From an optimization exercise on the open Yosys and OpenROAD flow, aimed at small area; shortcuts taken in it are not production practice.
Only simulation tests tie the RTL to the original design; equivalence was not proved.

## flow/design.v

```verilog
module pafc_add #(parameter W = 16) (
  input  wire [W-1:0] a,
  input  wire [W-1:0] b,
  input  wire         ci,
  output logic [W-1:0] s,
  output logic         co
);
  always_comb begin
    co = ci;
    for (int i = 0; i < W; i++) begin
      s[i] = a[i] ^ b[i] ^ co;
      co   = (a[i] & b[i]) | (co & (a[i] ^ b[i]));
    end
  end
endmodule
module pafc_mul16 (
  input  wire  [15:0] a,
  input  wire  [15:0] b,
  input  wire  [15:0] k,
  output logic [15:0] hi
);
  logic [31:0] s, c, pp, t;
  logic        cy;
  always_comb begin
    s = {16'd0, k};
    c = 32'd0;
    for (int j = 0; j < 16; j++) begin
      pp = {16'd0, a & {16{b[j]}}} << j;
      t  = s ^ c ^ pp;
      c  = ((s & c) | (pp & (s ^ c))) << 1;
      s  = t;
    end
    cy = 1'b0;
    for (int i = 16; i < 32; i++) begin
      hi[i-16] = s[i] ^ c[i] ^ cy;
      cy       = (s[i] & c[i]) | (cy & (s[i] ^ c[i]));
    end
  end
endmodule
module pafc_mul_ip (
  input  wire  [9:0]  d,
  input  wire  [1:0]  sh,
  input  wire  [15:0] f,
  output logic [15:0] hi
);
  logic [31:0] s, c, pp, t;
  logic        cy;
  always_comb begin
    case (sh)
      2'd1:    s = {16'd0, f} << 10;
      2'd2:    s = {16'd0, f} << 11;
      2'd3:    s = {16'd0, f} << 13;
      default: s = 32'd0;
    endcase
    c = 32'd0;
    for (int j = 0; j < 10; j++) begin
      pp = {16'd0, f & {16{d[j]}}} << j;
      t  = s ^ c ^ pp;
      c  = ((s & c) | (pp & (s ^ c))) << 1;
      s  = t;
    end
    cy = 1'b0;
    for (int i = 0; i < 32; i++) begin
      if (i >= 16) hi[i-16] = s[i] ^ c[i] ^ cy;
      cy = (s[i] & c[i]) | (cy & (s[i] ^ c[i]));
    end
  end
endmodule
module pafc_div16 (
  input  wire  [15:0] n,
  input  wire  [15:0] s,
  output logic [15:0] q
);
  logic [15:0] r;
  logic [16:0] t, d, ns;
  logic        cy;
  always_comb begin
    r  = n;
    ns = ~{1'b0, s};
    for (int i = 15; i >= 0; i--) begin
      t  = {r, 1'b0};
      cy = 1'b1;
      for (int k = 0; k < 17; k++) begin
        d[k] = t[k] ^ ns[k] ^ cy;
        cy   = (t[k] & ns[k]) | (cy & (t[k] ^ ns[k]));
      end
      q[i] = cy;
      r    = cy ? d[15:0] : t[15:0];
    end
  end
endmodule
module pafc (
  input  wire        clk,
  input  wire        rst,           
  input  wire        cmd_valid,
  input  wire [31:0] cmd,
  output reg         rsp_err,
  output reg  [31:0] rsp_data,
  input  wire        zc_pc_valid,
  input  wire [15:0] zc_pc_delay,
  input  wire        zc_cs_valid,
  input  wire [15:0] zc_cs_delay,
  output wire [15:0] pins
);
  localparam [16:0] ONE = 17'h10000;
  function automatic [15:0] lut_rom(input [6:0] i);
    case (i)
      7'd0: lut_rom = 16'hFFFF;
      7'd1: lut_rom = 16'hDFD3;
      7'd2: lut_rom = 16'hD735;
      7'd3: lut_rom = 16'hD10C;
      7'd4: lut_rom = 16'hCC11;
      7'd5: lut_rom = 16'hC7CB;
      7'd6: lut_rom = 16'hC402;
      7'd7: lut_rom = 16'hC093;
      7'd8: lut_rom = 16'hBD69;
      7'd9: lut_rom = 16'hBA77;
      7'd10: lut_rom = 16'hB7B1;
      7'd11: lut_rom = 16'hB511;
      7'd12: lut_rom = 16'hB290;
      7'd13: lut_rom = 16'hB02A;
      7'd14: lut_rom = 16'hADDC;
      7'd15: lut_rom = 16'hABA2;
      7'd16: lut_rom = 16'hA979;
      7'd17: lut_rom = 16'hA761;
      7'd18: lut_rom = 16'hA557;
      7'd19: lut_rom = 16'hA359;
      7'd20: lut_rom = 16'hA167;
      7'd21: lut_rom = 16'h9F7F;
      7'd22: lut_rom = 16'h9DA0;
      7'd23: lut_rom = 16'h9BC9;
      7'd24: lut_rom = 16'h99F9;
      7'd25: lut_rom = 16'h9831;
      7'd26: lut_rom = 16'h966E;
      7'd27: lut_rom = 16'h94B1;
      7'd28: lut_rom = 16'h92F8;
      7'd29: lut_rom = 16'h9144;
      7'd30: lut_rom = 16'h8F94;
      7'd31: lut_rom = 16'h8DE7;
      7'd32: lut_rom = 16'h8C3E;
      7'd33: lut_rom = 16'h8A97;
      7'd34: lut_rom = 16'h88F2;
      7'd35: lut_rom = 16'h874F;
      7'd36: lut_rom = 16'h85AE;
      7'd37: lut_rom = 16'h840D;
      7'd38: lut_rom = 16'h826E;
      7'd39: lut_rom = 16'h80CF;
      7'd40: lut_rom = 16'h7F30;
      7'd41: lut_rom = 16'h7D91;
      7'd42: lut_rom = 16'h7BF2;
      7'd43: lut_rom = 16'h7A51;
      7'd44: lut_rom = 16'h78B0;
      7'd45: lut_rom = 16'h770D;
      7'd46: lut_rom = 16'h7568;
      7'd47: lut_rom = 16'h73C1;
      7'd48: lut_rom = 16'h7218;
      7'd49: lut_rom = 16'h706B;
      7'd50: lut_rom = 16'h6EBB;
      7'd51: lut_rom = 16'h6D07;
      7'd52: lut_rom = 16'h6B4E;
      7'd53: lut_rom = 16'h6991;
      7'd54: lut_rom = 16'h67CE;
      7'd55: lut_rom = 16'h6606;
      7'd56: lut_rom = 16'h6436;
      7'd57: lut_rom = 16'h625F;
      7'd58: lut_rom = 16'h6080;
      7'd59: lut_rom = 16'h5E98;
      7'd60: lut_rom = 16'h5CA6;
      7'd61: lut_rom = 16'h5AA8;
      7'd62: lut_rom = 16'h589E;
      7'd63: lut_rom = 16'h5686;
      7'd64: lut_rom = 16'h545D;
      7'd65: lut_rom = 16'h5223;
      7'd66: lut_rom = 16'h4FD5;
      7'd67: lut_rom = 16'h4D6F;
      7'd68: lut_rom = 16'h4AEE;
      7'd69: lut_rom = 16'h484E;
      7'd70: lut_rom = 16'h4588;
      7'd71: lut_rom = 16'h4296;
      7'd72: lut_rom = 16'h3F6C;
      7'd73: lut_rom = 16'h3BFD;
      7'd74: lut_rom = 16'h3834;
      7'd75: lut_rom = 16'h33EE;
      7'd76: lut_rom = 16'h2EF3;
      7'd77: lut_rom = 16'h28CA;
      7'd78: lut_rom = 16'h202C;
      7'd79: lut_rom = 16'h0000;
      default: lut_rom = 16'h0000;
    endcase
  endfunction
  function automatic [9:0] lut_d1(input [6:0] i);
    case (i)
      7'd0: lut_d1 = 10'h02C;
      7'd1: lut_d1 = 10'h09E;
      7'd2: lut_d1 = 10'h229;
      7'd3: lut_d1 = 10'h0FB;
      7'd4: lut_d1 = 10'h046;
      7'd5: lut_d1 = 10'h3C9;
      7'd6: lut_d1 = 10'h36F;
      7'd7: lut_d1 = 10'h32A;
      7'd8: lut_d1 = 10'h2F2;
      7'd9: lut_d1 = 10'h2C6;
      7'd10: lut_d1 = 10'h2A0;
      7'd11: lut_d1 = 10'h281;
      7'd12: lut_d1 = 10'h266;
      7'd13: lut_d1 = 10'h24E;
      7'd14: lut_d1 = 10'h23A;
      7'd15: lut_d1 = 10'h229;
      7'd16: lut_d1 = 10'h218;
      7'd17: lut_d1 = 10'h20A;
      7'd18: lut_d1 = 10'h1FE;
      7'd19: lut_d1 = 10'h1F2;
      7'd20: lut_d1 = 10'h1E8;
      7'd21: lut_d1 = 10'h1DF;
      7'd22: lut_d1 = 10'h1D7;
      7'd23: lut_d1 = 10'h1D0;
      7'd24: lut_d1 = 10'h1C8;
      7'd25: lut_d1 = 10'h1C3;
      7'd26: lut_d1 = 10'h1BD;
      7'd27: lut_d1 = 10'h1B9;
      7'd28: lut_d1 = 10'h1B4;
      7'd29: lut_d1 = 10'h1B0;
      7'd30: lut_d1 = 10'h1AD;
      7'd31: lut_d1 = 10'h1A9;
      7'd32: lut_d1 = 10'h1A7;
      7'd33: lut_d1 = 10'h1A5;
      7'd34: lut_d1 = 10'h1A3;
      7'd35: lut_d1 = 10'h1A1;
      7'd36: lut_d1 = 10'h1A1;
      7'd37: lut_d1 = 10'h19F;
      7'd38: lut_d1 = 10'h19F;
      7'd39: lut_d1 = 10'h19F;
      7'd40: lut_d1 = 10'h19F;
      7'd41: lut_d1 = 10'h19F;
      7'd42: lut_d1 = 10'h1A1;
      7'd43: lut_d1 = 10'h1A1;
      7'd44: lut_d1 = 10'h1A3;
      7'd45: lut_d1 = 10'h1A5;
      7'd46: lut_d1 = 10'h1A7;
      7'd47: lut_d1 = 10'h1A9;
      7'd48: lut_d1 = 10'h1AD;
      7'd49: lut_d1 = 10'h1B0;
      7'd50: lut_d1 = 10'h1B4;
      7'd51: lut_d1 = 10'h1B9;
      7'd52: lut_d1 = 10'h1BD;
      7'd53: lut_d1 = 10'h1C3;
      7'd54: lut_d1 = 10'h1C8;
      7'd55: lut_d1 = 10'h1D0;
      7'd56: lut_d1 = 10'h1D7;
      7'd57: lut_d1 = 10'h1DF;
      7'd58: lut_d1 = 10'h1E8;
      7'd59: lut_d1 = 10'h1F2;
      7'd60: lut_d1 = 10'h1FE;
      7'd61: lut_d1 = 10'h20A;
      7'd62: lut_d1 = 10'h218;
      7'd63: lut_d1 = 10'h229;
      7'd64: lut_d1 = 10'h23A;
      7'd65: lut_d1 = 10'h24E;
      7'd66: lut_d1 = 10'h266;
      7'd67: lut_d1 = 10'h281;
      7'd68: lut_d1 = 10'h2A0;
      7'd69: lut_d1 = 10'h2C6;
      7'd70: lut_d1 = 10'h2F2;
      7'd71: lut_d1 = 10'h32A;
      7'd72: lut_d1 = 10'h36F;
      7'd73: lut_d1 = 10'h3C9;
      7'd74: lut_d1 = 10'h046;
      7'd75: lut_d1 = 10'h0FB;
      7'd76: lut_d1 = 10'h229;
      7'd77: lut_d1 = 10'h09E;
      7'd78: lut_d1 = 10'h02C;
      default: lut_d1 = 10'h000;
    endcase
  endfunction
  function automatic [1:0] lut_d2(input [6:0] i);
    case (i)
      7'd0: lut_d2 = 2'd3;
      7'd1: lut_d2 = 2'd2;
      7'd2: lut_d2 = 2'd1;
      7'd3: lut_d2 = 2'd1;
      7'd4: lut_d2 = 2'd1;
      7'd74: lut_d2 = 2'd1;
      7'd75: lut_d2 = 2'd1;
      7'd76: lut_d2 = 2'd1;
      7'd77: lut_d2 = 2'd2;
      7'd78: lut_d2 = 2'd3;
      default: lut_d2 = 2'd0;
    endcase
  endfunction
  function automatic [20:0] csu_step(input [15:0] f, input [17:0] debt,
                                     input [1:0] bal, input pol, input [18:0] sum);
    logic [17:0] d;
    logic        ok;
    begin
      d  = sum[18] ? 18'h3FFFF : sum[17:0];
      ok = (bal == 2'b00) || (!pol && bal == 2'b11) || (pol && bal == 2'b01);
      if (d[17:16] != 2'b00 && ok)
        csu_step = {1'b1, d[17:16] - 2'd1, d[15:0], pol ? bal - 2'd1 : bal + 2'd1};
      else
        csu_step = {1'b0, d, bal};
    end
  endfunction
  logic [1:0][16:0] duty_q, limit_q, min_q, max_q, mapped_q, fire_q;
  logic [1:0]       en_q, online_q, luten_q, mode_q, pnone_q;
  logic [1:0][3:0]  psel_q;
  logic [1:0][15:0] pend_q, dly_q;
  logic [15:0]      w1_q;                  
  logic [1:0][17:0] debt_q;
  logic [1:0][1:0]  bal_q;
  logic [15:0]      pin_q;
  logic [15:0]      semi_pc_q, semi_cs_q;
  logic [31:0]      cnt_pc_q;
  logic [17:0]      cnt_cs_q;              
  logic [15:0]      alarm_q;
  logic             pol_q;
  logic [3:0]       err_q;
  logic [1:0][16:0] duty_d, limit_d, min_d, max_d, mapped_d, fire_d;
  logic [1:0]       en_d, online_d, luten_d, mode_d, pnone_d;
  logic [1:0][3:0]  psel_d;
  logic [1:0][15:0] pend_d, dly_d;
  logic [15:0]      w1_d;
  logic [1:0][17:0] debt_d;
  logic [1:0][1:0]  bal_d;
  logic [15:0]      pin_d;
  logic [15:0]      semi_pc_d, semi_cs_d;
  logic [31:0]      cnt_pc_d;
  logic [17:0]      cnt_cs_d;
  logic [15:0]      alarm_d;
  logic             pol_d;
  logic [3:0]       err_d;
  assign pins = pin_q;
  always_ff @(posedge clk) begin
    duty_q    <= duty_d;
    limit_q   <= limit_d;
    min_q     <= min_d;
    max_q     <= max_d;
    mapped_q  <= mapped_d;
    fire_q    <= fire_d;
    en_q      <= en_d;
    online_q  <= online_d;
    luten_q   <= luten_d;
    mode_q    <= mode_d;
    pnone_q   <= pnone_d;
    psel_q    <= psel_d;
    pend_q    <= pend_d;
    dly_q     <= dly_d;
    w1_q      <= w1_d;
    debt_q    <= debt_d;
    bal_q     <= bal_d;
    pin_q     <= pin_d;
    semi_pc_q <= semi_pc_d;
    semi_cs_q <= semi_cs_d;
    cnt_pc_q  <= cnt_pc_d;
    cnt_cs_q  <= cnt_cs_d;
    alarm_q   <= alarm_d;
    pol_q     <= pol_d;
    err_q     <= err_d;
  end
  wire [1:0] pc_ch  = en_q & ~mode_q;
  wire [1:0] cs_ch  = en_q & mode_q;
  wire       run_pc = |pc_ch;
  wire       run_cs = |cs_ch;
  wire [1:0][15:0] psel_oh;
  assign psel_oh[0] = 16'd1 << psel_q[0];
  assign psel_oh[1] = 16'd1 << psel_q[1];
  wire [31:0] cnt_pc_inc;
  wire        cnt_pc_co;
  pafc_add #(32) u_cinc (.a(cnt_pc_q), .b(32'd0), .ci(1'b1), .s(cnt_pc_inc), .co(cnt_pc_co));
  wire        cnt_pc_max = (cnt_pc_q == 32'h7FFFFFFF);
  wire [31:0] t1_cnt_pc  = cnt_pc_max ? cnt_pc_q : cnt_pc_inc;
  wire [31:0] s1_cnt_pc  = run_pc ? t1_cnt_pc : cnt_pc_q;
  wire [1:0] pend_le;
  genvar g;
  generate
    for (g = 0; g < 2; g = g + 1) begin : t1c
      wire [15:0] dd;
      wire        ge;
      pafc_add #(16) cmpa (.a(t1_cnt_pc[15:0]), .b(~pend_q[g]), .ci(1'b1), .s(dd), .co(ge));
      assign pend_le[g] = !t1_cnt_pc[31] && ((|t1_cnt_pc[30:16]) || ge);
    end
  endgenerate
  wire [1:0]  fire1    = pc_ch & ~pnone_q & pend_le;
  wire        t1_alarm = |fire1;
  wire [1:0]  s1_pnone = pnone_q | fire1;
  wire [1:0]  rem1     = pc_ch & ~s1_pnone;      
  wire [15:0] s1_alarm = (t1_alarm && |rem1) ? (rem1[0] ? pend_q[0] : pend_q[1]) : alarm_q;
  wire [17:0] t1_cnt_cs;
  wire        cnt_cs_co;
  pafc_add #(18) u_csinc (.a(cnt_cs_q), .b(18'd0), .ci(1'b1), .s(t1_cnt_cs), .co(cnt_cs_co));
  wire        semi_cs_nz = |semi_cs_q;
  wire [16:0] t1_cs_d;
  wire        t1_cs_ge;
  pafc_add #(17) u_cscmp (.a(t1_cnt_cs[16:0]), .b(~{1'b0, semi_cs_q}), .ci(1'b1), .s(t1_cs_d), .co(t1_cs_ge));
  wire        t1_bound  = run_cs && semi_cs_nz && !t1_cnt_cs[17] && t1_cs_ge;
  wire [17:0] s1_cnt_cs = !run_cs ? cnt_cs_q : (!semi_cs_nz || t1_bound) ? 18'd0 : t1_cnt_cs;
  logic [1:0][17:0] s1_debt;
  logic [1:0][1:0]  s1_bal;
  logic [1:0]       dec1_on;      
  logic [1:0]       dec1_pin;
  wire              s1_pol = pol_q ^ t1_bound;
  generate
    for (g = 0; g < 2; g = g + 1) begin : t1d
      wire [17:0] sm;
      wire        sco;
      pafc_add #(18) ad (.a(debt_q[g]), .b({2'b00, fire_q[g][15:0]}), .ci(1'b0), .s(sm), .co(sco));
      wire [20:0] r = csu_step(fire_q[g][15:0], debt_q[g], bal_q[g], pol_q, {sco, sm});
      wire        fz = (fire_q[g] == 17'd0);
      wire        act = t1_bound && cs_ch[g];
      assign dec1_on[g]  = act;
      assign dec1_pin[g] = fire_q[g][16] ? 1'b1 : fz ? 1'b0 : r[20];
      assign s1_debt[g]  = (act && !fire_q[g][16] && !fz) ? r[19:2] : debt_q[g];
      assign s1_bal[g]   = (act && !fire_q[g][16] && !fz) ? r[1:0]  : bal_q[g];
    end
  endgenerate
  logic [15:0] s1_pin;
  always_comb begin
    s1_pin = pin_q;
    for (int c = 0; c < 2; c++) begin
      if (fire1[c])   s1_pin = s1_pin | psel_oh[c];
      if (dec1_on[c]) s1_pin = dec1_pin[c] ? (s1_pin | psel_oh[c]) : (s1_pin & ~psel_oh[c]);
    end
  end
  wire        zc2   = zc_pc_valid && run_pc;
  wire        pc_s0 = (semi_pc_q == 16'd0);
  wire [1:0]  z2_act;
  wire [1:0]  z2_lvl, z2_pn, z2_tim, z2_set;
  wire [1:0][15:0] z2_pend;
  generate
    for (g = 0; g < 2; g = g + 1) begin : z2c
      wire        f1   = fire_q[g][16];
      wire        f0   = (fire_q[g] == 17'd0) || pc_s0;
      wire        lo   = (dly_q[g] < 16'd100);
      wire [15:0] pv   = lo ? 16'd100 : dly_q[g];
      wire [15:0] df;
      wire        ge;
      pafc_add #(16) sb (.a({1'b0, zc_pc_delay[14:0]}), .b(~pv), .ci(1'b1), .s(df), .co(ge));
      wire        over = !zc_pc_delay[15] && ge;
      wire        late_ok = (df[15:6] == 10'd0) && (df[5:0] <= 6'd50);
      assign z2_act[g]  = zc2 && pc_ch[g];
      assign z2_set[g]  = !f1 && !f0;
      assign z2_pend[g] = pv;
      assign z2_lvl[g]  = f1 || (z2_set[g] && over && late_ok);
      assign z2_pn[g]   = f1 || f0 || over;
      assign z2_tim[g]  = z2_set[g] && over && !late_ok;
    end
  endgenerate
  logic [1:0][15:0] s2_pend;
  logic [1:0]       s2_pnone;
  logic [15:0]      s2_pin;
  logic             s2_timing;
  always_comb begin
    s2_pin    = s1_pin;
    s2_timing = 1'b0;
    for (int c = 0; c < 2; c++) begin
      s2_pend[c]  = (z2_act[c] && z2_set[c]) ? z2_pend[c] : pend_q[c];
      s2_pnone[c] = z2_act[c] ? z2_pn[c] : s1_pnone[c];
      if (z2_act[c]) begin
        s2_pin    = z2_lvl[c] ? (s2_pin | psel_oh[c]) : (s2_pin & ~psel_oh[c]);
        s2_timing = s2_timing | z2_tim[c];
      end
    end
  end
  wire [31:0] s2_cnt_pc = zc2 ? {{16{zc_pc_delay[15]}}, zc_pc_delay} : s1_cnt_pc;
  wire [15:0] p2_df;
  wire        p1_ge_p0;
  pafc_add #(16) u_pcmp (.a(s2_pend[1]), .b(~s2_pend[0]), .ci(1'b1), .s(p2_df), .co(p1_ge_p0));
  wire [1:0]  pend2    = pc_ch & ~s2_pnone;
  wire [15:0] min2     = (pend2 == 2'b11) ? (p1_ge_p0 ? s2_pend[0] : s2_pend[1])
                                          : (pend2[0] ? s2_pend[0] : s2_pend[1]);
  wire        s2_armed = |pend2;
  wire [15:0] s2_alarm = (zc2 && s2_armed) ? min2 : s1_alarm;
  wire        zc3  = zc_cs_valid && run_cs && semi_cs_nz;
  wire [16:0] h3_d;
  wire        h3_ge;
  pafc_add #(17) u_hcmp (.a(s1_cnt_cs[16:0]), .b(~{2'b00, semi_cs_q[15:1]}), .ci(1'b1), .s(h3_d), .co(h3_ge));
  wire        early3 = s1_cnt_cs[17] || !h3_ge;
  wire        t3_bound = zc3 && !early3 && !zc_cs_delay[15];
  wire [17:0] ahead3;
  wire        ahead3_co;
  pafc_add #(18) u_ahead (.a({2'b00, semi_cs_q}), .b({{2{zc_cs_delay[15]}}, zc_cs_delay}), .ci(1'b0),
                          .s(ahead3), .co(ahead3_co));
  wire [17:0] t3_t = {{2{zc_cs_delay[15]}}, zc_cs_delay};
  wire [17:0] s3_cnt_cs = !zc3 ? s1_cnt_cs : (early3 || !zc_cs_delay[15]) ? t3_t : ahead3;
  logic [1:0][17:0] s3_debt;
  logic [1:0][1:0]  s3_bal;
  logic [1:0]       dec3_on, dec3_pin;
  wire              s3_pol = s1_pol ^ t3_bound;
  generate
    for (g = 0; g < 2; g = g + 1) begin : t3d
      wire [17:0] sm;
      wire        sco;
      pafc_add #(18) ad (.a(s1_debt[g]), .b({2'b00, fire_q[g][15:0]}), .ci(1'b0), .s(sm), .co(sco));
      wire [20:0] r = csu_step(fire_q[g][15:0], s1_debt[g], s1_bal[g], s1_pol, {sco, sm});
      wire        fz = (fire_q[g] == 17'd0);
      wire        act = t3_bound && cs_ch[g];
      assign dec3_on[g]  = act;
      assign dec3_pin[g] = fire_q[g][16] ? 1'b1 : fz ? 1'b0 : r[20];
      assign s3_debt[g]  = (act && !fire_q[g][16] && !fz) ? r[19:2] : s1_debt[g];
      assign s3_bal[g]   = (act && !fire_q[g][16] && !fz) ? r[1:0]  : s1_bal[g];
    end
  endgenerate
  logic [15:0] s3_pin;
  always_comb begin
    s3_pin = s2_pin;
    for (int c = 0; c < 2; c++)
      if (dec3_on[c]) s3_pin = dec3_pin[c] ? (s3_pin | psel_oh[c]) : (s3_pin & ~psel_oh[c]);
  end
  wire [3:0]  op  = cmd[31:28];
  wire [3:0]  chn = cmd[27:24];
  wire [23:0] imm = cmd[23:0];
  wire        ci  = chn[0];
  logic illegal;
  always_comb begin
    case (op)
      4'h0: illegal = (cmd != 32'd0);
      4'h1: illegal = (chn[3:1] != 3'd0) || (imm[23:9] != 15'd0);
      4'h2: illegal = (chn[3:1] != 3'd0) || (imm != 24'd0);
      4'h3, 4'h4, 4'h5, 4'h6: illegal = (chn[3:1] != 3'd0);
      4'h7, 4'h8: illegal = (chn[3:1] != 3'd0) || (imm[23:1] != 23'd0);
      4'h9: illegal = (chn[3:1] != 3'd0) || (imm[23:16] != 8'd0);
      4'hA: illegal = (chn[3:1] != 3'd0) || (imm[23:8] != 16'd0) || (imm[7:0] > 8'd9);
      4'hB: illegal = (chn[3:1] != 3'd0) || (imm[23:8] != 16'd0) || (imm[7:0] > 8'd5);
      4'hC: illegal = (chn != 4'd0) || (imm > 24'd79);
      4'hD: illegal = (chn != 4'd0) || (imm[23:8] != 16'd0);
      default: illegal = 1'b1;
    endcase
  end
  wire cmd_ok     = cmd_valid && !illegal;
  wire is_begin   = cmd_ok && op == 4'h1;
  wire is_end     = cmd_ok && op == 4'h2;
  wire is_setduty = cmd_ok && op == 4'h3;
  wire is_setlim  = cmd_ok && op == 4'h4;
  wire is_setmin  = cmd_ok && op == 4'h5;
  wire is_setmax  = cmd_ok && op == 4'h6;
  wire is_online  = cmd_ok && op == 4'h7;
  wire is_setlut  = cmd_ok && op == 4'h8;
  wire is_setsemi = cmd_ok && op == 4'h9;
  wire is_clrerr  = cmd_ok && op == 4'hD;
  wire        tc_en     = en_q[ci];
  wire        tc_mode   = mode_q[ci];
  wire        tc_luten  = luten_q[ci];
  wire        tc_online = online_q[ci];
  wire [3:0]  tc_psel   = psel_q[ci];
  wire [16:0] tc_duty   = duty_q[ci];
  wire [16:0] tc_limit  = limit_q[ci];
  wire [16:0] tc_min    = min_q[ci];
  wire [16:0] tc_max    = max_q[ci];
  wire        oc        = ~ci;            
  wire begin_conflict = en_q[oc] && (psel_q[oc] == imm[3:0]);
  wire begin_pin_err  = is_begin && !tc_en && ((imm[7:4] != 4'd0) || begin_conflict);
  wire begin_lut_err  = is_begin && !tc_en && !begin_pin_err && tc_luten &&
                        ((imm[8] ? semi_cs_q : semi_pc_q) == 16'd0);
  wire begin_ok       = is_begin && !tc_en && !begin_pin_err && !begin_lut_err;
  wire end_do         = is_end && tc_en;
  wire lut_err        = is_setlut && imm[0] && ((tc_mode ? semi_cs_q : semi_pc_q) == 16'd0);
  wire setlut_ok      = is_setlut && !lut_err;
  wire semi_conflict  = (mode_q[0] == chn[0] && luten_q[0]) || (mode_q[1] == chn[0] && luten_q[1]);
  wire semi_err       = is_setsemi && imm[15:0] == 16'd0 && semi_conflict;
  wire setsemi_ok     = is_setsemi && !semi_err;
  assign semi_pc_d = rst ? 16'd0 : (setsemi_ok && !chn[0]) ? imm[15:0] : semi_pc_q;
  assign semi_cs_d = rst ? 16'd0 : (setsemi_ok &&  chn[0]) ? imm[15:0] : semi_cs_q;
  wire [16:0] c0 = imm[23] ? 17'd0 : (imm[22:16] != 7'd0) ? ONE : imm[16:0];
  wire [16:0] cy = is_setmin ? tc_max : is_setmax ? tc_min : is_setduty ? tc_limit : tc_duty;
  wire [16:0] cl_d;
  wire        c0_ge;
  pafc_add #(17) u_clamp (.a(c0), .b(~cy), .ci(1'b1), .s(cl_d), .co(c0_ge));
  wire [16:0] c_lo = c0_ge ? cy : c0;      
  wire [16:0] c_hi = c0_ge ? c0 : cy;      
  wire [16:0] nt_duty = (is_setduty || is_setlim) ? c_lo : tc_duty;
  wire [16:0] nt_min  = is_setmin ? c_lo : tc_min;
  wire [16:0] nt_max  = is_setmax ? c_hi : tc_max;
  wire [16:0] nt_lim  = is_setlim ? c0 : tc_limit;
  wire [16:0] mdiff;
  wire        mdiff_co;
  pafc_add #(17) u_mdiff (.a(nt_max), .b(~nt_min), .ci(1'b1), .s(mdiff), .co(mdiff_co));
  wire        slot_b = setsemi_ok;
  wire [15:0] sB_y;
  wire [15:0] sB_k;
  wire [15:0] m1_a = slot_b ? sB_y : nt_duty[15:0];
  wire [15:0] m1_b = slot_b ? imm[15:0] : mdiff[15:0];
  wire [15:0] m1_k = slot_b ? sB_k : 16'd0;
  wire [15:0] m1_hi;
  pafc_mul16 u_m1 (.a(m1_a), .b(m1_b), .k(m1_k), .hi(m1_hi));
  wire [16:0] map_sum;
  wire        map_co;
  pafc_add #(17) u_madd (.a(nt_min), .b({1'b0, m1_hi}), .ci(1'b0), .s(map_sum), .co(map_co));
  wire [16:0] map_res = nt_duty[16] ? nt_max : mdiff[16] ? nt_duty : map_sum;
  wire [16:0] sA_m   = slot_b ? mapped_q[0] : map_res;
  wire        sA_lut = slot_b ? luten_q[0] : (setlut_ok ? imm[0] : tc_luten);
  wire        nt_mode = begin_ok ? imm[8] : tc_mode;
  wire [15:0] sA_s   = slot_b ? imm[15:0] : (nt_mode ? semi_cs_q : semi_pc_q);
  wire [15:0] sl_lo;
  wire [6:0]  sl_hi;
  wire [22:0] sl_a = {1'b0, sA_m[15:0], 6'd0};
  wire [22:0] sl_b = {3'd0, sA_m[15:0], 4'd0};
  wire [22:0] sl_ab;
  wire        sl_co1, sl_co2;
  pafc_add #(23) u_sl1 (.a(sl_a), .b(sl_b), .ci(1'b0), .s(sl_ab), .co(sl_co1));
  wire [22:0] slot;
  pafc_add #(23) u_sl2 (.a(sl_ab), .b(~{7'd0, sA_m[15:0]}), .ci(1'b1), .s(slot), .co(sl_co2));
  wire [6:0]  idx  = slot[22:16];
  wire [15:0] frac = slot[15:0];
  wire        is_getlut = (op == 4'hC);
  wire [15:0] rom_a = lut_rom(is_getlut ? imm[6:0] : idx);
  wire [9:0]  rom_d1 = lut_d1(idx);
  wire [1:0]  rom_d2 = lut_d2(idx);
  wire [15:0] ip_hi;
  pafc_mul_ip u_m2 (.d(rom_d1), .sh(rom_d2), .f(frac), .hi(ip_hi));
  wire [15:0] sA_w;
  wire        sA_wco;
  pafc_add #(16) u_wadd (.a(~rom_a), .b(ip_hi), .ci(1'b1), .s(sA_w), .co(sA_wco));
  wire [15:0] sA_y = sA_lut ? sA_w : sA_m[15:0];
  wire [15:0] sA_k = {~sA_lut, 15'h7FFF};
  wire [15:0] sA_h;
  pafc_mul16 u_m3 (.a(sA_y), .b(sA_s), .k(sA_k), .hi(sA_h));
  wire [15:0] sA_dly;
  wire        sA_dco;
  pafc_add #(16) u_sAd (.a(sA_s), .b(~sA_h), .ci(1'b1), .s(sA_dly), .co(sA_dco));
  wire [15:0] sA_q;
  pafc_div16 u_dA (.n(sA_h), .s(sA_s), .q(sA_q));
  wire [16:0] sA_fire = !sA_lut ? sA_m :
                        (sA_m == 17'd0) ? 17'd0 :
                        sA_m[16] ? ONE :
                        (sA_dly == 16'd0) ? ONE : {1'b0, sA_q};
  wire        sB_lut = luten_q[1];
  assign sB_y = sB_lut ? w1_q : mapped_q[1][15:0];
  assign sB_k = {~sB_lut, 15'h7FFF};
  wire [15:0] sB_h = m1_hi;
  wire [15:0] sB_dly;
  wire        sB_dco;
  pafc_add #(16) u_sBd (.a(imm[15:0]), .b(~sB_h), .ci(1'b1), .s(sB_dly), .co(sB_dco));
  wire [15:0] sB_q;
  pafc_div16 u_dB (.n(sB_h), .s(imm[15:0]), .q(sB_q));
  wire [16:0] sB_fire = !sB_lut ? mapped_q[1] :
                        (mapped_q[1] == 17'd0) ? 17'd0 :
                        mapped_q[1][16] ? ONE :
                        (sB_dly == 16'd0) ? ONE : {1'b0, sB_q};
  assign w1_d = (!slot_b && !is_getlut && ci) ? sA_w : w1_q;
  logic [1:0] clr_pin;
  generate
    for (g = 0; g < 2; g = g + 1) begin : chan
      wire        t      = (ci == g);
      wire        sdt    = t && (is_setduty || is_setlim || is_setmin || is_setmax ||
                                 (is_online && imm[0]) || setlut_ok || begin_ok);
      wire        sds    = setsemi_ok && (mode_q[g] == chn[0]);
      wire        sd     = sdt || sds;
      wire        onl_n  = (is_online && t) ? imm[0] : online_q[g];
      wire        lut_n  = (setlut_ok && t) ? imm[0] : luten_q[g];
      wire        mode_n = (begin_ok && t)  ? imm[8] : mode_q[g];
      wire [3:0]  psel_n = (begin_ok && t)  ? imm[3:0] : psel_q[g];
      wire        en_n   = (begin_ok && t) ? 1'b1 : (end_do && t) ? 1'b0 : en_q[g];
      wire [16:0] calc   = (sds && g == 1) ? sB_fire : sA_fire;
      wire [15:0] cdly   = (sds && g == 1) ? sB_dly  : sA_dly;
      wire        off1   = is_online && t && !imm[0];
      wire [16:0] fire_n = off1 ? 17'd0 : sd ? (onl_n ? calc : 17'd0) : fire_q[g];
      wire        applyoff = en_n && ((sd && onl_n && fire_n == 17'd0) || off1);
      assign clr_pin[g] = applyoff || (begin_ok && t) || (end_do && t);
      always_comb begin
        if (rst) begin
          duty_d[g]   = 17'd0;
          limit_d[g]  = ONE;
          min_d[g]    = 17'd0;
          max_d[g]    = ONE;
          mapped_d[g] = 17'd0;
          fire_d[g]   = 17'd0;
          en_d[g]     = 1'b0;
          online_d[g] = 1'b0;
          luten_d[g]  = 1'b0;
          mode_d[g]   = 1'b0;
          psel_d[g]   = 4'd0;
          pnone_d[g]  = 1'b1;
          pend_d[g]   = s2_pend[g];         
          dly_d[g]    = dly_q[g];
          debt_d[g]   = 18'd0;
          bal_d[g]    = 2'd0;
        end else begin
          duty_d[g]   = t ? nt_duty : duty_q[g];
          limit_d[g]  = t ? nt_lim  : limit_q[g];
          min_d[g]    = t ? nt_min  : min_q[g];
          max_d[g]    = t ? nt_max  : max_q[g];
          mapped_d[g] = sdt ? map_res : mapped_q[g];
          fire_d[g]   = fire_n;
          en_d[g]     = en_n;
          online_d[g] = onl_n;
          luten_d[g]  = lut_n;
          mode_d[g]   = mode_n;
          psel_d[g]   = psel_n;
          pnone_d[g]  = s2_pnone[g] | clr_pin[g];
          pend_d[g]   = s2_pend[g];
          dly_d[g]    = sd ? cdly : dly_q[g];
          debt_d[g]   = s3_debt[g];
          bal_d[g]    = s3_bal[g];
        end
      end
    end
  endgenerate
  wire [1:0] pend4 = pc_ch & ~s2_pnone & ~clr_pin;
  always_comb begin
    pin_d = s3_pin;
    for (int c = 0; c < 2; c++)
      if (clr_pin[c]) pin_d = pin_d & ~(16'd1 << psel_d[c]);
    cnt_pc_d = s2_cnt_pc;
    cnt_cs_d = s3_cnt_cs;
    pol_d    = s3_pol;
    if (begin_ok && !imm[8] && !run_pc) cnt_pc_d = 32'd0;               
    if (begin_ok &&  imm[8] && !run_cs) begin                           
      cnt_cs_d = 18'd0;
      pol_d    = 1'b0;
    end
    if (end_do && !tc_mode && !(|(en_d & ~mode_d))) cnt_pc_d = 32'd0;   
    if (end_do &&  tc_mode && !(|(en_d &  mode_d))) cnt_cs_d = 18'd0;   
    if (setsemi_ok && chn[0] && imm[15:0] == 16'd0) cnt_cs_d = 18'd0;
    if (pend4 == 2'b11)  alarm_d = p1_ge_p0 ? s2_pend[0] : s2_pend[1];
    else if (pend4[0])   alarm_d = s2_pend[0];
    else if (pend4[1])   alarm_d = s2_pend[1];
    else                 alarm_d = s2_alarm;
    err_d = err_q | {s2_timing, begin_lut_err | lut_err | semi_err, begin_pin_err,
                     cmd_valid && illegal};
    if (is_clrerr) err_d = err_d & ~imm[3:0];
    if (rst) begin
      pin_d    = 16'd0;
      cnt_pc_d = 32'd0;
      cnt_cs_d = 18'd0;
      pol_d    = 1'b0;
      alarm_d  = 16'd0;
      err_d    = 4'd0;
    end
  end
  logic [1:0]  phase;
  logic        pinlvl;
  logic [31:0] ctrl;
  always_comb begin
    pinlvl = s3_pin[tc_psel] & tc_en;
    if (!tc_en)              phase = 2'd0;
    else if (!s2_pnone[ci])  phase = 2'd1;
    else if (pinlvl)         phase = 2'd2;
    else                     phase = 2'd0;
    ctrl = {12'd0, tc_psel, 6'd0, phase, 1'b0, pinlvl,
            (tc_duty >= tc_max), (tc_online && tc_duty != 17'd0),
            tc_mode, tc_luten, tc_online, tc_en};
    rsp_err  = 1'b0;
    rsp_data = 32'd0;
    if (!rst && cmd_valid) begin
      if (illegal || begin_pin_err || begin_lut_err || lut_err || semi_err) begin
        rsp_err = 1'b1;
      end else begin
        case (op)
          4'h3: rsp_data = {31'd0, tc_online & tc_en};                     
          4'hA: begin                                                      
            case (imm[3:0])
              4'd0: rsp_data = {15'd0, tc_duty};
              4'd1: rsp_data = {15'd0, tc_limit};
              4'd2: rsp_data = {15'd0, tc_min};
              4'd3: rsp_data = {15'd0, tc_max};
              4'd4: rsp_data = {15'd0, mapped_q[ci]};
              4'd5: rsp_data = {15'd0, fire_q[ci]};
              4'd6: rsp_data = ctrl;
              4'd7: rsp_data = s2_pnone[ci] ? 32'h00010000 : {16'd0, s2_pend[ci]};
              4'd8: rsp_data = {14'd0, s3_debt[ci]};
              default: rsp_data = {{30{s3_bal[ci][1]}}, s3_bal[ci]};
            endcase
          end
          4'hB: begin                                                      
            case (imm[2:0])
              3'd0: rsp_data = {16'd0, chn[0] ? semi_cs_q : semi_pc_q};
              3'd1: rsp_data = chn[0] ? {{14{s3_cnt_cs[17]}}, s3_cnt_cs} : s2_cnt_pc;
              3'd2: rsp_data = {16'd0, chn[0] ? semi_cs_q : s2_alarm};
              3'd3: rsp_data = chn[0] ? {29'd0, s3_pol, run_cs && semi_cs_nz, run_cs}
                                      : {29'd0, 1'b0, s2_armed, run_pc};
              3'd4: rsp_data = {28'd0, err_q | {s2_timing, 3'b000}};
              default: rsp_data = {16'd0, s3_pin};
            endcase
          end
          4'hC: rsp_data = {16'd0, rom_a};                                 
          4'h0: rsp_data = 32'd0;                                          
          default: rsp_data = 32'd1;                                       
        endcase
      end
    end
  end
endmodule
```

## flow/flow/run.sh

```bash
#!/bin/bash
# Own layout flow: the standard synthesis, then the combinational cells
# and half adders are re-mapped by ABC with an area-oriented script
# (registers, full adders and tie cells are kept as the standard synthesis
# made them), then the standard layout from floorplan to finish.
# Each tool writes its full output to a log file of its own in the work folder.
set -euo pipefail
W=$(pwd)
F=$W/flow
R=$W/orfs/results/$FLOW_PLATFORM/pafc/base
LIB=$FLOW_HOME/platforms/$FLOW_PLATFORM/lib/sky130_fd_sc_hd__tt_025C_1v80.lib
YOSYS=$FLOW_HOME/../tools/install/yosys/bin/yosys
[[ -x $YOSYS ]] || YOSYS=$(command -v yosys)

# 1. the standard synthesis, unchanged
bash standard.sh synth > $W/flow_synth.log 2>&1

# 2. re-map the combinational logic
python3 $F/genmodels.py $LIB > $W/cellmodels.v 2> $W/flow_genmodels.log
# the half adders are re-mapped too
cat >> $W/cellmodels.v <<'EOV'
module sky130_fd_sc_hd__ha_1(A, B, COUT, SUM);
  input A, B;
  output COUT, SUM;
  assign SUM = A ^ B;
  assign COUT = A & B;
endmodule
EOV
cp $R/1_2_yosys.v $W/std_1_2_yosys.v
DU=""
for c in probe_p_8 probec_p_8 lpflow_bleeder_1 lpflow_clkbufkapwr_1 lpflow_clkbufkapwr_16 \
  lpflow_clkbufkapwr_2 lpflow_clkbufkapwr_4 lpflow_clkbufkapwr_8 lpflow_clkinvkapwr_1 \
  lpflow_clkinvkapwr_16 lpflow_clkinvkapwr_2 lpflow_clkinvkapwr_4 lpflow_clkinvkapwr_8 \
  lpflow_decapkapwr_12 lpflow_decapkapwr_3 lpflow_decapkapwr_4 lpflow_decapkapwr_6 \
  lpflow_decapkapwr_8 lpflow_inputiso0n_1 lpflow_inputiso0p_1 lpflow_inputiso1n_1 \
  lpflow_inputiso1p_1 lpflow_inputisolatch_1 lpflow_isobufsrc_1 lpflow_isobufsrc_16 \
  lpflow_isobufsrc_2 lpflow_isobufsrc_4 lpflow_isobufsrc_8 lpflow_isobufsrckapwr_16 \
  lpflow_lsbuf_lh_hl_isowell_tap_1 lpflow_lsbuf_lh_hl_isowell_tap_2 \
  lpflow_lsbuf_lh_hl_isowell_tap_4 lpflow_lsbuf_lh_isowell_4 lpflow_lsbuf_lh_isowell_tap_1 \
  lpflow_lsbuf_lh_isowell_tap_2 lpflow_lsbuf_lh_isowell_tap_4; do
  DU="$DU -dont_use sky130_fd_sc_hd__$c"
done
cat > $W/reabc.ys <<EOS
read_liberty -lib $LIB
read_verilog -overwrite $W/cellmodels.v
read_verilog $W/std_1_2_yosys.v
hierarchy -check -top $FLOW_TOP
flatten
techmap
opt -fast -purge
tee -o $W/reabc_before.txt stat -liberty $LIB
abc -liberty $LIB $DU -script $F/area.abc
opt_clean -purge
write_verilog -noattr -nohex -nodec $W/reabc_mapped.v
EOS
$YOSYS -s $W/reabc.ys > $W/flow_reabc.log 2>&1
# second pass on the mapped netlist, every cell read from the library
cat > $W/reabc2.ys <<EOS
read_liberty -lib $LIB
read_verilog $W/reabc_mapped.v
hierarchy -check -top $FLOW_TOP
splitnets
opt_clean -purge
hilomap -singleton -hicell sky130_fd_sc_hd__conb_1 HI -locell sky130_fd_sc_hd__conb_1 LO
insbuf -buf sky130_fd_sc_hd__buf_4 A X
tee -o $W/reabc_after.txt stat -liberty $LIB
check -assert -mapped
write_verilog -noattr -nohex -nodec $W/reabc_1_2_yosys.v
EOS
$YOSYS -s $W/reabc2.ys > $W/flow_reabc2.log 2>&1
cp $W/reabc_1_2_yosys.v $R/1_2_yosys.v
rm -f $R/1_synth.odb

# 3. the standard layout from the new netlist; the port buffers are the
#    smallest buffer cell, and the clock tree's leaf clusters are larger
#    and carry no dummy loads
bash standard.sh finish \
  "BUFFER_PORTS_ARGS=-buffer_cell sky130_fd_sc_hd__buf_1" \
  "CTS_ARGS=-sink_clustering_enable -repair_clock_nets -sink_clustering_size 20 -sink_clustering_max_diameter 100 -dont_use_dummy_load" \
  > $W/flow_finish.log 2>&1
```

## flow/flow/area.abc

```
&get -n
&st
&deepsyn -T 90
&put
amap
topo
```

## flow/flow/genmodels.py

```python
#!/usr/bin/env python3
# Writes Verilog models (assign statements) of the single-output combinational
# cells of a liberty file, from their function attributes.
import re, sys
lib = open(sys.argv[1]).read()
skip = re.compile(r'(fa_|ha_|fah|dfxtp|dfrtp|dfstp|dfbbn|dfbbp|dfrbp|dfrtn|dfsbp|dfxbp|edf|sdf|dlx|dlr|dlc|sdlc|conb|tap|fill|decap|diode|probe|lpflow|macro|ebuf|einv|bufbuf|clkdlybuf)')
out = []
for m in re.finditer(r'\n\s*cell\s*\(\s*"?(\w+)"?\s*\)\s*\{', lib):
    name = m.group(1)
    start = m.end()
    depth = 1; i = start
    while depth:
        c = lib[i]
        if c == '{': depth += 1
        elif c == '}': depth -= 1
        i += 1
    body = lib[start:i]
    short = name.split('__')[-1]
    if skip.match(short): continue
    pins = []
    for pm in re.finditer(r'\n\s*pin\s*\(\s*"?(\w+)"?\s*\)\s*\{', body):
        pn = pm.group(1); j = pm.end(); d = 1
        while d:
            c = body[j]
            if c == '{': d += 1
            elif c == '}': d -= 1
            j += 1
        pb = body[pm.end():j]
        dirm = re.search(r'direction\s*:\s*"?(\w+)"?', pb)
        fm = re.search(r'\bfunction\s*:\s*"([^"]*)"', pb)
        pins.append((pn, dirm.group(1) if dirm else None, fm.group(1) if fm else None))
    outs = [p for p in pins if p[1] == 'output']
    ins = [p for p in pins if p[1] == 'input']
    if len(outs) != 1 or outs[0][2] is None: continue
    f = outs[0][2]
    f = f.replace('!', '~').replace('*', '&').replace('+', '|')
    # implicit AND by juxtaposition ("A B") -> "&"
    f = re.sub(r'(\w|\))\s+(?=[\w(~])', r'\1&', f)
    out.append('module %s(%s);\n' % (name, ', '.join([p[0] for p in ins] + [outs[0][0]])) +
               ''.join('  input %s;\n' % p[0] for p in ins) +
               '  output %s;\n  assign %s = %s;\nendmodule\n' % (outs[0][0], outs[0][0], f))
sys.stdout.write(''.join(out))
```

## flow/standard.sh

```bash
#!/bin/bash
# synth_recipe.tcl (not shown) runs the flow's synth.tcl, then flattens the netlist and writes it again
# the make line also repeats each setting of config.mk as NAME=value (left out here)
make -C /OpenROAD-flow-scripts/flow DESIGN_CONFIG=/design/flow/config.mk WORK_HOME=/design/flow/orfs CLKGATE_MAP_FILE= SYNTH_SCRIPT=/design/flow/synth_recipe.tcl "${@:-finish}"
```

## flow/config.mk

```make
export PLATFORM = sky130hd
export DESIGN_NAME = pafc
export DESIGN_NICKNAME = pafc
export VERILOG_FILES = /design/flow/design.v
export SDC_FILE = /design/flow/constraint.sdc
export NUM_CORES = 4
export LEC_CHECK = 0
export ABC_CLOCK_PERIOD_IN_PS = 1000000
export CAP_MARGIN = 20
export CORE_MARGIN = 2
export CORE_UTILIZATION = 30
export PLACE_DENSITY = 0.4
export SLEW_MARGIN = 20
```

## flow/constraint.sdc

```tcl
create_clock -name core_clock -period 1000.0 [get_ports {clk}]
set_input_delay 200.0000 -clock core_clock [delete_from_list [all_inputs] [get_ports {clk}]]
set_output_delay 200.0000 -clock core_clock [all_outputs]
set_load 0.01 [all_outputs]
```

==> summary.md <==
| Metric | Value |
|---|---|
| Run status | `finished clean` |
| Worst R2R Setup Slack | `~830 ns` |
| Core footprint | `between 200000 and 250000 µm²` |
| Avg Cell Area, Syn | `8.59 µm²` |
| Clk root buf | `clkbuf_16` |
| Vias in the first global route | `63091` |
| Post-cts gate resize count | `0` |
| # IOs | `118` |
| Avg WL per Cell | `approximately 32 µm` |
| Synth Instances | `between 7000 and 8000` |
| Worst hold slack | `approximately 0.46 ns` |
| Largest net degree at the start of global routing | `between 60 and 70` |
| # nets final | `around 9000` |
| Post-layout min period | `431.53 ns` |
| Routed vias | `~64000` |
| Final hold vios | `0` |
| Drt first pass iters | `12` |
| Hold Crit Class | `reg2reg` |
| Final Max Slew Viols | `0` |
| Crit Reg-Reg Endpoint | `alarm_q[5]` |
| ANT nets after route | `0` |
| Die Wd | `468 µm` |
| All-Layer GR Usage | `0.307` |
| Crit path largest cell delay | `roughly 1.1 ns` |
| # DRC | `0` |
| Core Rows | `170` |
| H-tree level count | `2` |
| DP Wirelength | `~280000 µm` |
| # Post-CTS Setup Buffers | `0` |
| RR Startpoint | `max_q[1]` |
| CTS tree | `done` |
| Final Wtd Congestion | `about 1.0` |
| WHS Path Cells | `2` |
| Cell Area, Placed | `70900 µm²` |
| Worst reg2reg path depth | `between 400 and 500` |
| Initial antenna violation count | `10` |
| First-pass GRT wire length | `just under 500000 µm` |
| Setup WS post-layout | `around 570 ns` |
| Post-Layout Cell Count | `between 10000 and 15000` |
| End of the critical path | `rsp_data[2]` |
| CTS Sinks | `approximately 460` |
| CP Launch Point | `cmd[28]` |
| Clk latency of the worst-skew pair | `around 0.64 ns` |
| Synth-to-layout area growth | `11.1%` |
| CTS buffer count | `35` |
| Die Ht | `around 470 µm` |
| FMAX | `between 2 and 2.5 MHz` |
| Starting Density | `0.302` |
| Core Util, Final | `0.335` |
| Startpoint Class | `input pin` |
| Fin Setup TNS | `0 ns` |
| RSZ-0062 raised after global routing | `false` |
| Layout cell share with drive strength beyond 1 | `0.0480` |
| Endpoints failing setup | `0` |
| Crit Path Class | `in2out` |
| Syn. warnings | `9` |
| Cell repeated most along the worst path | `fa_1` |
| Vias/cell | `5.92` |
| Total grt overflow | `0` |
| Worst Path Required | `800.00 ns` |
| Syn nets | `8806` |
| Post-route design area | `slightly above 70000 µm²` |
| Fillers | `22865` |
| CP endpoint kind | `output port` |
| Syn Std Cell Area | `~65000 µm²` |
| Worst Max-Slew Pin Slew | `about 1.2 ns` |
| Clock transition at path regs | `around 0.07 ns` |
| Post-CTS Hold Buffers | `0` |
| Final Skew | `about 0.091 ns` |
| Worst path arrival time | `~230 ns` |
| Max Cap Viol | `0` |
| Die outline area | `between 200000 and 250000 µm²` |
| Slowest-stage cell, CP | `o32ai_1` |
| IO Port Bufs | `around 120` |
| Final WL | `roughly 340000 µm` |
| Worst-case clock buffer depth | `3` |
| Period utilization | `0.432` |
| Critical path peak fanout | `27` |
| Iter 0 DRT Violations | `~7500` |
| Relative slew slack | `0.171` |
| Placed Cells | `between 10000 and 15000` |
| Pre-CTS setup slack | `569.06 ns` |
==> area by class of cell <==
cell class                 count  area (µm²)  area share
antenna                        4        10.0    0.000139
tap                         2838        3550      0.0494
clock buffer                  35         876      0.0122
inverter                    1221        4590      0.0638
timing repair buffer         403        2600      0.0362
sequential                   461        9710       0.135
multi-input combinational   5834       50500       0.703
==> critical path: cells and delay by family <==
family	cells	cell delay (ns)
AOI/OAI and AO/OA	20	6.42
buffers and inverters	24	5.82
and+or+nand+nor	18	4.01
adders and majority gates	33	15.18
==> worst min-delay path by stage <==
stage	from	to	slack, ns
after floorplan	duty_q[17]	duty_q[17]	0.43
after global placement	duty_q[7]	duty_q[7]	0.43
after detailed placement	max_q[22]	max_q[22]	0.44
after CTS	max_q[21]	max_q[21]	0.46
after global routing	duty_q[3]	duty_q[3]	0.48
final	min_q[4]	min_q[4]	0.46
==> flip-flops by register name, summed over array words and instances (netlist names), 8 cells and up <==
name       count
semi_cs_q     16
fire_q        34
max_q         34
debt_q        36
cnt_pc_q      32
pin_q         16
semi_pc_q     16
dly_q         32
alarm_q       16
pend_q        32
psel_q         8
cnt_cs_q      18
w1_q          16
duty_q        34
limit_q       34
min_q         34
mapped_q      34
==> metal layers <==
layer  vias to the layer above  GRT usage  routed length, µm  share of wire
met2                      2835      0.471             149000           0.44
met5                         -          0                 30       0.000088
met4                         4      0.124              16400          0.048
met3                       513     0.0432              24500          0.072
met1                     32938      0.434             150000           0.44
li1                      27585          -                  -              -
==> layout by cell type, fill, tap and decap left out, types with 11 or more instances in the layout <==
cell type  count
o31ai_1       11
o221a_1       72
o21ai_0      464
nor3_1        94
o22a_1       166
fa_1        1205
nand4_1       43
o221ai_1      95
a22o_1       129
or2_0        112
nand2_1      455
o21a_1        50
a21oi_1      213
or3_1         44
a31oi_1       57
a32o_1        30
nor2_1      1373
clkinv_1    1217
clkbuf_16     35
edfxtp_1      48
o21ai_1       14
nand3_1       55
a221oi_1      57
o22ai_1      539
a222oi_1     135
clkbuf_2      16
nor4_1        26
nor2b_1       36
o32ai_1       22
a21o_1        14
o2111ai_1     17
or4_1         16
dfxtp_1      413
buf_1         99
o211ai_1      26
buf_4        283
a22oi_1       90
a221o_1       15
a211oi_1      20

re-timing with driven ports:
In the flow no input, the clock included, has a driving cell. The finished layout below was timed again as built, in two steps. Step 1 assumes that a clkbuf_16 drives the clock port and a buf_2 every other input. Step 2, shift: input delay + t, output delay - t, t = (earliest + latest rising clock arrival at the registers) / 2. This alone moves slack from input paths to output paths. Three values: ideal, step 1, step 2; two values: the first two.
shift t [ns]: 0.677
slack for setup (ns): 568.474 / 568.383 / 568.383
clock arrival spread, ns: 0.092 / 0.092
After both steps setup and hold are still met in this run. The setup slack of this run moves by -0.091 ns with the drivers and by -0.091 ns with both steps.
